What follows belongs to an exercise in optimizing a design on an open flow for small area; a production flow would make more cautious choices. The RTL was checked by simulation tests, not by an equivalence proof against the original design. Power is estimated from default activity; no workload was simulated.

==> flow/design.v <==
module umps_chardev (
    input  wire        clk,
    input  wire        rst,           
    input  wire [7:0]  clock_rate,    
    input  wire        tick,          
    input  wire        req_valid,
    input  wire        req_write,
    input  wire [7:0]  req_addr,      
    input  wire [31:0] req_wdata,
    output reg         rvalid,
    output reg  [31:0] rdata,
    input  wire [15:0] working,       
    input  wire [7:0]  rx_valid,      
    input  wire [63:0] rx_data,
    output wire [7:0]  rx_ready,
    output reg  [7:0]  prn_valid,     
    output wire [63:0] prn_data,
    output reg  [7:0]  tx_valid,      
    output wire [63:0] tx_data,
    output wire [4:0]  ip             
);
    wire       do_write = req_valid & req_write;
    wire       do_read  = req_valid & ~req_write;
    wire       hit_prn  = req_addr[7:5] == 3'b011;    
    wire       hit_term = req_addr[7:5] == 3'b100;    
    wire [2:0] dev      = req_addr[4:2];
    wire [1:0] idx      = req_addr[1:0];
    wire [7:0] opcode   = req_wdata[7:0];
    wire       op_reset = opcode == 8'd0;
    wire       op_ack   = opcode == 8'd1;
    wire       op_char  = opcode == 8'd2;
    wire [31:0] wbus = rst ? 32'd0 : req_wdata;
    function [16:0] radd;
        input [16:0] a;
        input [16:0] b;
        input        ci;
        integer n;
        reg c;
        begin
            c = ci;
            for (n = 0; n < 17; n = n + 1) begin
                radd[n] = a[n] ^ b[n] ^ c;
                c = (a[n] & b[n]) | (c & (a[n] ^ b[n]));
            end
        end
    endfunction
    reg  [63:0] tod;
    wire [64:0] tc;                
    wire [63:0] tsum;              
    assign tc[0] = tick;
    genvar g;
    generate
        for (g = 0; g < 64; g = g + 1) begin : ti
            assign tsum[g]  = tod[g] ^ tc[g];
            assign tc[g+1]  = tod[g] & tc[g];
        end
    endgenerate
    always @(posedge clk) begin
        tod <= rst ? 64'd0 : tsum;
    end
    wire [16:0] now  = tod[16:0];
    wire [16:0] next = tsum[16:0];     
    wire [16:0] cr   = {9'd0, clock_rate};
    wire [16:0] cr5  = radd(cr,  {cr[14:0],  2'b00}, 1'b0);    
    wire [16:0] cr25 = radd(cr5, {cr5[14:0], 2'b00}, 1'b0);    
    reg  [16:0] lat_x;             
    always @(*) begin
        case ({hit_term, op_char})
            2'b00:   lat_x = cr5;                    
            2'b01:   lat_x = cr;                     
            2'b10:   lat_x = {cr25[15:0], 1'b0};     
            default: lat_x = {cr5[15:0], 1'b0};      
        endcase
    end
    wire [16:0] dl_hi    = radd({3'd0, now[16:3]}, lat_x, 1'b0);
    wire [16:0] dl_new   = {dl_hi[13:0], now[2:0]};              
    wire [16:0] rt_hi    = radd({4'd0, next[16:4]}, cr5, 1'b0);
    wire [16:0] dl_retry = {rt_hi[12:0], next[3:0]};
    function [3:0] opdec;                   
        input [7:0] op;
        reg z;
        begin
            z = ~|op[7:2];
            opdec = {~z | (op[1] & op[0]), z & op[1] & ~op[0],
                     z & ~op[1] & op[0], z & ~op[1] & ~op[0]};
        end
    endfunction
    function pend_of;
        input [3:0] d;
        input       busy;
        input       e;
        pend_of = ~busy & ~d[1] & ~(d[0] & e);
    endfunction
    reg  [31:0] p_cmd   [0:7];
    reg  [31:0] p_data0 [0:7];
    reg  [16:0] p_dl    [0:7];
    reg  [7:0]  p_busy;
    wire [7:0]  pend6;
    wire [2:0]  p_code  [0:7];
    reg  [31:0] t_rcmd  [0:7];
    reg  [31:0] t_tcmd  [0:7];
    reg  [16:0] t_rdl   [0:7];    
    reg  [16:0] t_tdl   [0:7];
    reg  [7:0]  t_rbusy;
    reg  [7:0]  t_tbusy;
    reg  [7:0]  t_rxfull;
    reg  [7:0]  t_rxbyte [0:7];
    wire [7:0]  pend7;
    wire [15:0] r_stat  [0:7];
    wire [15:0] x_stat  [0:7];
    assign ip       = {|pend7, |pend6, 3'b000};
    assign rx_ready = ~t_rxfull;
    wire op_busy = op_reset | op_char;    
    generate
        for (g = 0; g < 8; g = g + 1) begin : dv
            wire [3:0] pd   = opdec(p_cmd[g][7:0]);
            wire p_sel  = do_write & hit_prn & (dev == g) & ~p_busy[g];
            wire p_wcmd = p_sel & (idx == 2'd1);
            wire p_wdat = p_sel & (idx == 2'd2);
            wire p_done = tick & p_busy[g] & (next == p_dl[g]);
            wire p_char = p_cmd[g][1];      
            wire p_e    = p_dl[g][16];      
            assign prn_data[8*g +: 8] = p_data0[g][7:0];
            assign pend6[g]  = pend_of(pd, p_busy[g], p_e);
            assign p_code[g] = p_busy[g] ? 3'd3 :
                               pd[3]     ? 3'd2 :
                               (pd[2] & p_e) ? 3'd4 : 3'd1;
            always @(posedge clk) begin
                if (rst | p_wcmd) p_cmd[g]   <= wbus;
                if (rst | p_wdat) p_data0[g] <= wbus;
                if (p_wcmd)       p_dl[g]     <= dl_new;
                else if (p_done)  p_dl[g][16] <= p_char & ~working[g];
                if (rst)          p_dl[g][16] <= 1'b1;
            end
            always @(posedge clk) begin
                if (rst) begin
                    p_busy[g]    <= 1'b0;
                    prn_valid[g] <= 1'b0;
                end else begin
                    prn_valid[g] <= p_done & p_char & working[g];
                    if (p_wcmd)
                        p_busy[g] <= op_busy;
                    else if (p_done)
                        p_busy[g] <= 1'b0;
                end
            end
            wire [3:0] rd_ = opdec(t_rcmd[g][7:0]);
            wire r_wcmd = do_write & hit_term & (dev == g) & (idx == 2'd1) & ~t_rbusy[g];
            wire r_due  = tick & t_rbusy[g] & (next == t_rdl[g]);
            wire r_char = t_rcmd[g][1];
            wire r_retry = r_due & r_char & ~t_rxfull[g];
            wire r_take  = r_due & r_char & t_rxfull[g] & working[8+g];
            wire r_e     = t_rdl[g][16];
            assign pend7[g] = pend_of(rd_, t_rbusy[g], r_e) |
                              pend_of(opdec(t_tcmd[g][7:0]), t_tbusy[g], t_tdl[g][16]);
            assign r_stat[g] = t_rbusy[g] ? 16'd3 :
                               rd_[3]     ? 16'd2 :
                               rd_[2]     ? (r_e ? 16'd4 : {t_rdl[g][7:0], 8'd5}) :
                                            16'd1;
            always @(posedge clk) begin
                if (rst | r_wcmd) t_rcmd[g] <= wbus;
                if (r_wcmd)       t_rdl[g]  <= dl_new;
                else if (r_retry) t_rdl[g]  <= dl_retry;
                else if (r_due)   t_rdl[g]  <= {r_char & ~working[8+g], t_rdl[g][15:8], t_rxbyte[g]};
                if (rst)          t_rdl[g][16] <= 1'b1;
            end
            always @(posedge clk) begin
                if (rst)
                    t_rbusy[g] <= 1'b0;
                else if (r_wcmd)
                    t_rbusy[g] <= op_busy;
                else if (r_due & ~r_retry)
                    t_rbusy[g] <= 1'b0;
            end
            always @(posedge clk) begin
                if (rst)
                    t_rxfull[g] <= 1'b0;
                else if (r_take)
                    t_rxfull[g] <= 1'b0;
                else if (rx_valid[g])
                    t_rxfull[g] <= 1'b1;
                if (rx_valid[g] & ~t_rxfull[g])
                    t_rxbyte[g] <= rx_data[8*g +: 8];
            end
            wire [3:0] xd   = opdec(t_tcmd[g][7:0]);
            wire x_wcmd = do_write & hit_term & (dev == g) & (idx == 2'd3) & ~t_tbusy[g];
            wire x_done = tick & t_tbusy[g] & (next == t_tdl[g]);
            wire x_char = t_tcmd[g][1];
            wire x_e    = t_tdl[g][16];
            assign tx_data[8*g +: 8] = t_tcmd[g][15:8];
            assign x_stat[g] = t_tbusy[g] ? 16'd3 :
                               xd[3]      ? 16'd2 :
                               xd[2]      ? {t_tcmd[g][15:8], 5'd0, 2'b10, ~x_e} :
                                            16'd1;
            always @(posedge clk) begin
                if (rst | x_wcmd) t_tcmd[g] <= wbus;
                if (x_wcmd)       t_tdl[g]     <= dl_new;
                else if (x_done)  t_tdl[g][16] <= x_char & ~working[8+g];
                if (rst)          t_tdl[g][16] <= 1'b1;
            end
            always @(posedge clk) begin
                if (rst) begin
                    t_tbusy[g]  <= 1'b0;
                    tx_valid[g] <= 1'b0;
                end else begin
                    tx_valid[g] <= x_done & x_char & working[8+g];
                    if (x_wcmd)
                        t_tbusy[g] <= op_busy;
                    else if (x_done)
                        t_tbusy[g] <= 1'b0;
                end
            end
        end
    endgenerate
    wire [7:0] dsel;
    assign dsel = 8'd1 << dev;
    wire [3:0] isel;
    assign isel = 4'd1 << idx;
    reg [31:0] rd_mux;
    integer k;
    always @(*) begin
        rd_mux = 32'd0;
        for (k = 0; k < 8; k = k + 1) begin
            rd_mux = rd_mux
                | ({32{hit_prn  & dsel[k] & isel[0]}} & {29'd0, p_code[k]})
                | ({32{hit_prn  & dsel[k] & isel[1]}} & p_cmd[k])
                | ({32{hit_prn  & dsel[k] & isel[2]}} & p_data0[k])
                | ({32{hit_term & dsel[k] & isel[0]}} & {16'd0, r_stat[k]})
                | ({32{hit_term & dsel[k] & isel[1]}} & t_rcmd[k])
                | ({32{hit_term & dsel[k] & isel[2]}} & {16'd0, x_stat[k]})
                | ({32{hit_term & dsel[k] & isel[3]}} & t_tcmd[k]);
        end
        rd_mux = rd_mux
            | ({32{req_addr == 8'd160}} & tod[31:0])
            | ({32{req_addr == 8'd161}} & tod[63:32])
            | ({32{req_addr == 8'd165}} & {24'd0, pend6})
            | ({32{req_addr == 8'd166}} & {24'd0, pend7});
    end
    always @(posedge clk) begin
        rvalid <= do_read & ~rst;
        rdata  <= rd_mux;
    end
endmodule
export LEC_CHECK = 0
export CAP_MARGIN = 20
export CORE_MARGIN = 2
export CORE_UTILIZATION = 40
export CTS_BUF_LIST = sky130_fd_sc_hd__clkbuf_8
export CTS_CLUSTER_DIAMETER = 60
export CTS_CLUSTER_SIZE = 14
export SLEW_MARGIN = 20
create_clock -name core_clock -period 10.0 [get_ports {clk}]
standard.sh (not shown) runs the stock make flow with config.mk's settings and CLKGATE_MAP_FILE= SYNTH_SCRIPT=/design/flow/synth_recipe.tcl, a recipe that flattens the netlist after the stock synthesis.
==> flow/flow/run.sh <==
#!/bin/bash
set -euo pipefail
bash standard.sh finish "BUFFER_PORTS_ARGS=-buffer_cell sky130_fd_sc_hd__buf_1" > flow_make.log 2>&1
The baseline finished but failed the layout checks on setup timing.
Then changed:
--- a/flow/design.v
+++ b/flow/design.v
@@ -44,23 +44,15 @@
             end
         end
     endfunction
     reg  [63:0] tod;
-    wire [64:0] tc;                
-    wire [63:0] tsum;              
-    assign tc[0] = tick;
-    genvar g;
-    generate
-        for (g = 0; g < 64; g = g + 1) begin : ti
-            assign tsum[g]  = tod[g] ^ tc[g];
-            assign tc[g+1]  = tod[g] & tc[g];
-        end
-    endgenerate
     always @(posedge clk) begin
-        tod <= rst ? 64'd0 : tsum;
+        if (rst)
+            tod <= 64'd0;
+        else
+            tod <= tod + {63'd0, tick};
     end
     wire [16:0] now  = tod[16:0];
-    wire [16:0] next = tsum[16:0];     
     wire [16:0] cr   = {9'd0, clock_rate};
     wire [16:0] cr5  = radd(cr,  {cr[14:0],  2'b00}, 1'b0);    
     wire [16:0] cr25 = radd(cr5, {cr5[14:0], 2'b00}, 1'b0);    
     reg  [16:0] lat_x;             
@@ -71,12 +63,12 @@
             2'b10:   lat_x = {cr25[15:0], 1'b0};     
             default: lat_x = {cr5[15:0], 1'b0};      
         endcase
     end
-    wire [16:0] dl_hi    = radd({3'd0, now[16:3]}, lat_x, 1'b0);
-    wire [16:0] dl_new   = {dl_hi[13:0], now[2:0]};              
-    wire [16:0] rt_hi    = radd({4'd0, next[16:4]}, cr5, 1'b0);
-    wire [16:0] dl_retry = {rt_hi[12:0], next[3:0]};
+    wire [16:0] dl_hi    = radd({3'd0, now[16:3]}, lat_x + 17'h1ffff, |now[2:0]);
+    wire [16:0] dl_new   = {dl_hi[13:0], now[2:0] - 3'd1};
+    wire [16:0] rt_hi    = radd({4'd0, now[16:4]}, cr5, 1'b0);
+    wire [16:0] dl_retry = {rt_hi[12:0], now[3:0]};
     function [3:0] opdec;                   
         input [7:0] op;
         reg z;
         begin
@@ -110,15 +102,16 @@
     wire [15:0] x_stat  [0:7];
     assign ip       = {|pend7, |pend6, 3'b000};
     assign rx_ready = ~t_rxfull;
     wire op_busy = op_reset | op_char;    
+    genvar g;
     generate
         for (g = 0; g < 8; g = g + 1) begin : dv
             wire [3:0] pd   = opdec(p_cmd[g][7:0]);
             wire p_sel  = do_write & hit_prn & (dev == g) & ~p_busy[g];
             wire p_wcmd = p_sel & (idx == 2'd1);
             wire p_wdat = p_sel & (idx == 2'd2);
-            wire p_done = tick & p_busy[g] & (next == p_dl[g]);
+            wire p_done = tick & p_busy[g] & (now == p_dl[g]);
             wire p_char = p_cmd[g][1];      
             wire p_e    = p_dl[g][16];      
             assign prn_data[8*g +: 8] = p_data0[g][7:0];
             assign pend6[g]  = pend_of(pd, p_busy[g], p_e);
@@ -145,9 +138,9 @@
                 end
             end
             wire [3:0] rd_ = opdec(t_rcmd[g][7:0]);
             wire r_wcmd = do_write & hit_term & (dev == g) & (idx == 2'd1) & ~t_rbusy[g];
-            wire r_due  = tick & t_rbusy[g] & (next == t_rdl[g]);
+            wire r_due  = tick & t_rbusy[g] & (now == t_rdl[g]);
             wire r_char = t_rcmd[g][1];
             wire r_retry = r_due & r_char & ~t_rxfull[g];
             wire r_take  = r_due & r_char & t_rxfull[g] & working[8+g];
             wire r_e     = t_rdl[g][16];
@@ -183,9 +176,9 @@
                     t_rxbyte[g] <= rx_data[8*g +: 8];
             end
             wire [3:0] xd   = opdec(t_tcmd[g][7:0]);
             wire x_wcmd = do_write & hit_term & (dev == g) & (idx == 2'd3) & ~t_tbusy[g];
-            wire x_done = tick & t_tbusy[g] & (next == t_tdl[g]);
+            wire x_done = tick & t_tbusy[g] & (now == t_tdl[g]);
             wire x_char = t_tcmd[g][1];
             wire x_e    = t_tdl[g][16];
             assign tx_data[8*g +: 8] = t_tcmd[g][15:8];
             assign x_stat[g] = t_tbusy[g] ? 16'd3 :
Now the flow produced a clean layout; synthesized area stays flat; clock skew came out lower by 0.0091 ns; register-to-register slack gains 2.2 ns; die area stays flat; final area came out lower by 0.30%; hold slack gains 0.0063 ns; worst setup slack gains 2.3 ns; power came out higher by 2.5%; via count came out higher by 1.9%; global-route usage came out higher by 1.3 points; synthesized cell count came out higher by 1.6%; core utilization came out lower by 0.47 points.

[afterwards: timing with drivers on the ports]
No port has a modelled driver above. Below, the same layouts with a new extraction and two added sets of constraints.
Step 1: set_driving_cell puts a clkbuf_16 on clk and a buf_2 on each other input, an assumption about the parent block.
Step 2 moves the port delays by t, midway between the first and last clock arrival at a register: inputs arrive t later, outputs are due t later. That takes back most of the time a late clock gives input paths.
a / b / c = no drivers / after step 1 / after step 2; a / b = the first two.
| run | shift t [ns] | slack for setup (ns) | worst setup path after step 2 | worst register clock-pin slew, ns |
|---|---|---|---|---|
| the first run | 1.067 | -1.346 / -1.311 / -2.377 | input to register | 0.11 / 0.11 |
| the second run | 1.069 | 0.911 / 0.963 / -0.106 | input to register | 0.11 / 0.11 |
With both steps, setup timing fails in the second run, where it was met with ideal ports. For the first run, which loses most, drivers alone change the setup slack by +0.035 ns; drivers and shift together by -1.031 ns.
